Source: an optimization exercise on an open RTL-to-GDS flow (aim: small area, a short achievable clock period and few clock cycles). Production flows keep margins and buffers that such runs may drop.
Where RTL was checked, it was by simulation tests only, not by an equivalence proof against the original.
Power and IR drop assume default switching activity.

==> tundra <==
==> flow/design.v (excerpt) <==
module coin_wallet(clk, rst, in_valid, in_ready, in_data, out_valid, out_ready, out_data, out_last, coin_edge, ms_tick, restore_valid, restore_bal, restore_cnt, bal, cnt, zind, save_req);
make LEC_CHECK=0 ABC_AREA=1 CAP_MARGIN=0 CORE_MARGIN=2 CORE_UTILIZATION=40 CTS_BUF_LIST=sky130_fd_sc_hd__clkbuf_8 SETUP_SLACK_MARGIN=4.0 SLEW_MARGIN=0 finish   # period 8.0 ns
run.sh (not shown) runs the stock make flow with config.mk's settings and CLKGATE_MAP_FILE= SYNTH_SCRIPT=/design/flow/synth_recipe.tcl, a recipe that flattens the netlist after the stock synthesis.
==> juniper (differences from tundra) <==
CTS_BUF_LIST = default   (was sky130_fd_sc_hd__clkbuf_8)
CTS_CLUSTER_DIAMETER = 100   (was default)
CTS_CLUSTER_SIZE = 25   (was default)
==> yarrow (differences from tundra) <==
CORE_UTILIZATION = 50   (was 40)
CTS_BUF_LIST = default   (was sky130_fd_sc_hd__clkbuf_8)
CTS_CLUSTER_DIAMETER = 100   (was default)
CTS_CLUSTER_SIZE = 25   (was default)
==> ember (differences from tundra) <==
CTS_BUF_LIST = default   (was sky130_fd_sc_hd__clkbuf_8)
CTS_CLUSTER_DIAMETER = 100   (was default)
CTS_CLUSTER_SIZE = 30   (was default)
==> run summary <==
Against juniper, the fmax of tundra is lower by about 1.2%.
The highest clock-buffer cell count belongs to tundra, the lowest to ember.
In yarrow the die area is lower than in tundra, by about 20%.
yarrow finished with timing, DRC and antenna clean. ember went through all stages and came out clean. tundra completed with no timing, DRC or antenna violations. juniper passed the timing, DRC and antenna checks.
The highest global-route usage belongs to yarrow, the lowest to ember.
Of juniper and tundra, tundra has the higher final cell count (gap 2.6%, measured against tundra).
Between juniper and yarrow, the lower core utilization is in juniper (gap 12 points).
Between yarrow and ember, the lower combinational power is in yarrow (gap about 0.6%, measured against ember).
In register-to-register slack, juniper and tundra hardly differ.
In sequential cell count, yarrow and tundra do not differ.
==> figures <==
metric	yarrow	juniper	ember	tundra
Result of the run	no timing/DRC/antenna violations	no timing/DRC/antenna violations	no timing/DRC/antenna violations	no timing/DRC/antenna violations
Inverters, non-clock	414	411	411	411
Max VDD drop	161 uV	149 uV	147 uV	122 uV
Number of nets in the final layout	3387	3382	3385	3442
Drt wl/cell	20.9 um	20.4 um	20.3 um	20.2 um
Path type of the worst setup path	reg -> reg	reg -> out	reg -> out	reg -> out
Initial drt markers	2458	2213	2317	2123
Required time reported for the critical path endpoint	8490 ps	6400 ps	6400 ps	6400 ps
Power in the clock group	1.13 mW	1.15 mW	1.17 mW	1.81 mW
Min-Delay Endpoint	r_changed	r_nc[1]	r_nc[2]	r_nc[2]
Crit-path max FO	14	6	6	6
Sequential cell area in the final layout	0.00934 mm^2	0.00934 mm^2	0.00934 mm^2	0.00934 mm^2
GR Layer Usage met2	49.8%	41.5%	41.6%	41.6%
Total placed instance area	0.0257 mm^2	0.0259 mm^2	0.0259 mm^2	0.0259 mm^2
Non-clock buffer total of the final layout	215	213	216	223
Vias	23300	23000	23100	23500
Routed length on met1	34700 um	35500 um	35500 um	36200 um
Horiz. Die Dim	221 um	247 um	247 um	247 um
Pin count of the biggest net entering global routing	128	69	69	69
Testbench counts of tundra, summed over its fixed seeds: cycles 155,004.
Testbench counts of juniper, summed over its fixed seeds: cycles 155,004.
Testbench counts of yarrow, summed over its fixed seeds: cycles 155,004.
Testbench counts of ember, summed over its fixed seeds: cycles 155,004.

---

==> run a: inputs <==
Another version of the RTL of coin_wallet (not shown whole).
clock: 8.0 ns
lec_check: 0
abc_area: 1
cap_margin: 0
core_margin: 2
core_utilization: 40
setup_slack_margin: 4.2
slew_margin: 0
==> run b (differences from run a) <==
--- a/flow/config.mk
+++ b/flow/config.mk
@@ -11,3 +11,3 @@
 export CORE_UTILIZATION = 40
-export SETUP_SLACK_MARGIN = 4.2
+export SETUP_SLACK_MARGIN = 4.0
 export SLEW_MARGIN = 0
==> run summary <==
critical path fanouts, max=12; Detailed Place HPWL=59400 um; routing usage on met2=43.0%; clock group power=2.10 mW; fraction of area in multi-input gates=44.1%; clock share of power=39.2%; outcome=finished clean; setup bufs post-CTS=14; Fill cells=5832; gpl congestion=0.938; Layout area overhead=18.9%
-- figures above: run b

==> run summary <==
I/O Buffers=155; gpl congestion=0.911; fraction of area in multi-input gates=43.8%; critical path fanouts, max=3; Critical Path Sink=bal[31]; Place WS=2.46 ns; clock group power=2.25 mW; Crit path required time=8.52 ns; Hold Buf Count CTS=0; register area=0.0100 mm^2; total power=5.55 mW; routing usage on met2=43.4%; Layout area overhead=22.3%; Detailed Place HPWL=58500 um; Clock-cell share=5.44%; Yosys cell types=64; Max-area cell class=multi-input combinational cells; outcome=finished clean; first-pass GRT wire length=131000 um
-- figures above: run a

No run of this note included a check of the RTL's function; only the layout flow was run.

---

==> job 1892: inputs <==
coin_wallet with an RTL version that a note above also has.
Settings: LEC_CHECK=0, ABC_AREA=1, CAP_MARGIN=0, CORE_MARGIN=2, CORE_UTILIZATION=40, CTS_CLUSTER_DIAMETER=100, CTS_CLUSTER_SIZE=20, SETUP_SLACK_MARGIN=4.0, SLEW_MARGIN=0; clock period 8.0 ns.
==> job 5302 (differences from job 1892) <==
--- a/flow/config.mk
+++ b/flow/config.mk
@@ -11,4 +11,2 @@
 export CORE_UTILIZATION = 40
-export CTS_CLUSTER_DIAMETER = 100
-export CTS_CLUSTER_SIZE = 20
 export SETUP_SLACK_MARGIN = 4.0
==> qor summary <==
|  | job 5302 | job 1892 |
|---|---|---|
| Run status | complete, no violations | complete, no violations |
| WL/cell | 20.38 um | 20.36 um |
| Clock group total power | 1.95 mW | 1.21 mW |
| Global-route track usage on met3 | 0.03332 | 0.02909 |
| Final worst setup slack | 4.038 ns | 4.031 ns |
| Design internal power | 3.574 mW | 2.968 mW |
| Worst path arrival time | 2.36 ns | 2.37 ns |
| Clock latency of the later-clocked register in the worst-skew pair | 0.57 ns | 0.55 ns |
| Num CTS Buffers | 42 | 22 |
| Met2 layer wire length in the routed design | 37440 um | 37300 um |
| R2R depth | 28 | 26 |
| Pwr per Cell Area | 181.5 nW/um2 | 159.0 nW/um2 |
| Number of post-CTS setup repair buffers | 14 | 12 |
Testbench counts of job 1892, summed over its fixed seeds: cycles 155,004.
Testbench counts of job 5302, summed over its fixed seeds: cycles 155,004.

---

==> inputs of v11 <==
coin_wallet, a different RTL version from the one above (not shown whole).
Settings: LEC_CHECK=0, ABC_AREA=1, CAP_MARGIN=20, CORE_MARGIN=2, CORE_UTILIZATION=60, SETUP_SLACK_MARGIN=4.0, SLEW_MARGIN=20; clock period 8.0 ns.
==> v20 (differences from v11) <==
- CORE_UTILIZATION: 60 -> 40
- TNS_END_PERCENT: default -> 5
==> v7 (differences from v11) <==
- CAP_MARGIN: 20 -> 0
- CORE_UTILIZATION: 60 -> 40
- SLEW_MARGIN: 20 -> 0
==> v31 (differences from v11) <==
- CORE_UTILIZATION: 60 -> 40
- SETUP_SLACK_MARGIN: 4.0 -> 4.2
==> qor summary <==
	v11	v31	v20	v7
Number of buffers and inverters on the critical path	2	18	2	4
Wirelength per Cell	20.5 um	20.0 um	20.2 um	20.2 um
Status	no timing/DRC/antenna violations	no timing/DRC/antenna violations	no timing/DRC/antenna violations	no timing/DRC/antenna violations
Total length of routed met3 wires	8840 um	5310 um	5890 um	5660 um
Non-filler cells in the finished layout	3829	4125	4050	4058
Critical-path maximum fanout	9	3	11	13
Detailed placement HPWL	53600 um	57400 um	58200 um	58200 um
Number of logic stages on the critical path including buffering	23	29	12	21
Resized Gates After CTS	29	77	37	41
Placement Cell Area	25800 um2	26200 um2	26100 um2	26100 um2
Worst Tran Pin Value	1030 ps	1020 ps	1040 ps	1040 ps
Static leakage	11.5 nW	11.8 nW	11.4 nW	11.5 nW
WHS	404 ps	418 ps	423 ps	426 ps
Start point of the worst min-delay path	x_nc[0]	x_nc[2]	x_changed	x_changed
Critical path's slowest cell	sky130_fd_sc_hd__dfxtp_4	sky130_fd_sc_hd__edfxtp_1	sky130_fd_sc_hd__nor2_1	sky130_fd_sc_hd__dfxtp_2
TAP cells	525	773	773	773
First-pass DRT Iterations	15	6	6	6
Setup skew after layout	33.2 ps	30.1 ps	34.3 ps	32.7 ps
Instance count after placement with tap cells included	3705	3953	3952	3952
Total routing usage reported by global routing	0.368	0.255	0.256	0.256
Post-layout nets	3467	3514	3435	3443
Testbench counts of v11, summed over its fixed seeds: cycles 155,004.
Testbench counts of v20, summed over its fixed seeds: cycles 155,004.
Testbench counts of v7, summed over its fixed seeds: cycles 155,004.
Testbench counts of v31, summed over its fixed seeds: cycles 155,004.

afterwards: timing with drivers on the ports:
Ports are ideal in the flow. The routed layouts listed here were re-timed in OpenROAD. Step 1 (the two cells are an assumption about what drives the block):
set clk [get_ports {clk}]
set_driving_cell -lib_cell sky130_fd_sc_hd__clkbuf_16 $clk
set_driving_cell -lib_cell sky130_fd_sc_hd__buf_2 [delete_from_list [all_inputs] $clk]
Step 2 moves the port delays by t, midway between the first and last clock arrival at a register: inputs arrive t later, outputs are due t later. That takes back most of the time a late clock gives input paths. Slacks: ideal / step 1 / step 2; pairs: ideal / step 1.
run	t (ns)	setup WS [ns]	worst hold slack (ns)	clock arrival spread, ns	cell pins on the clock port's net
tundra	0.688	4.020 / 3.961 / 3.575	0.407 / 0.407 / 0.407	0.045 / 0.045	1
juniper	0.611	4.067 / 4.004 / 3.605	0.418 / 0.418 / 0.418	0.030 / 0.030	1
yarrow	0.613	4.067 / 4.028 / 3.594	0.427 / 0.427 / 0.427	0.030 / 0.029	1
ember	0.615	4.071 / 4.007 / 3.601	0.433 / 0.433 / 0.433	0.033 / 0.033	1
run a	0.657	4.051 / 4.051 / 3.733	0.412 / 0.412 / 0.412	0.041 / 0.041	1
run b	0.649	4.055 / 4.055 / 3.689	0.413 / 0.413 / 0.413	0.039 / 0.039	1
job 1892	0.611	4.031 / 3.969 / 3.623	0.421 / 0.421 / 0.421	0.031 / 0.031	1
job 5302	0.617	4.038 / 3.979 / 3.608	0.418 / 0.418 / 0.418	0.029 / 0.029	1
v11	0.621	4.078 / 4.076 / 3.667	0.404 / 0.404 / 0.404	0.035 / 0.034	1
v20	0.645	3.898 / 3.898 / 3.466	0.423 / 0.423 / 0.423	0.036 / 0.036	1
v7	0.644	4.142 / 4.142 / 3.613	0.426 / 0.426 / 0.426	0.034 / 0.034	1
v31	0.641	4.136 / 4.136 / 3.771	0.418 / 0.418 / 0.418	0.031 / 0.030	1
After both steps every run listed still meets setup and hold. The setup slack of v7, which loses most, moves by 0.000 ns with the drivers and by -0.529 ns with both steps.
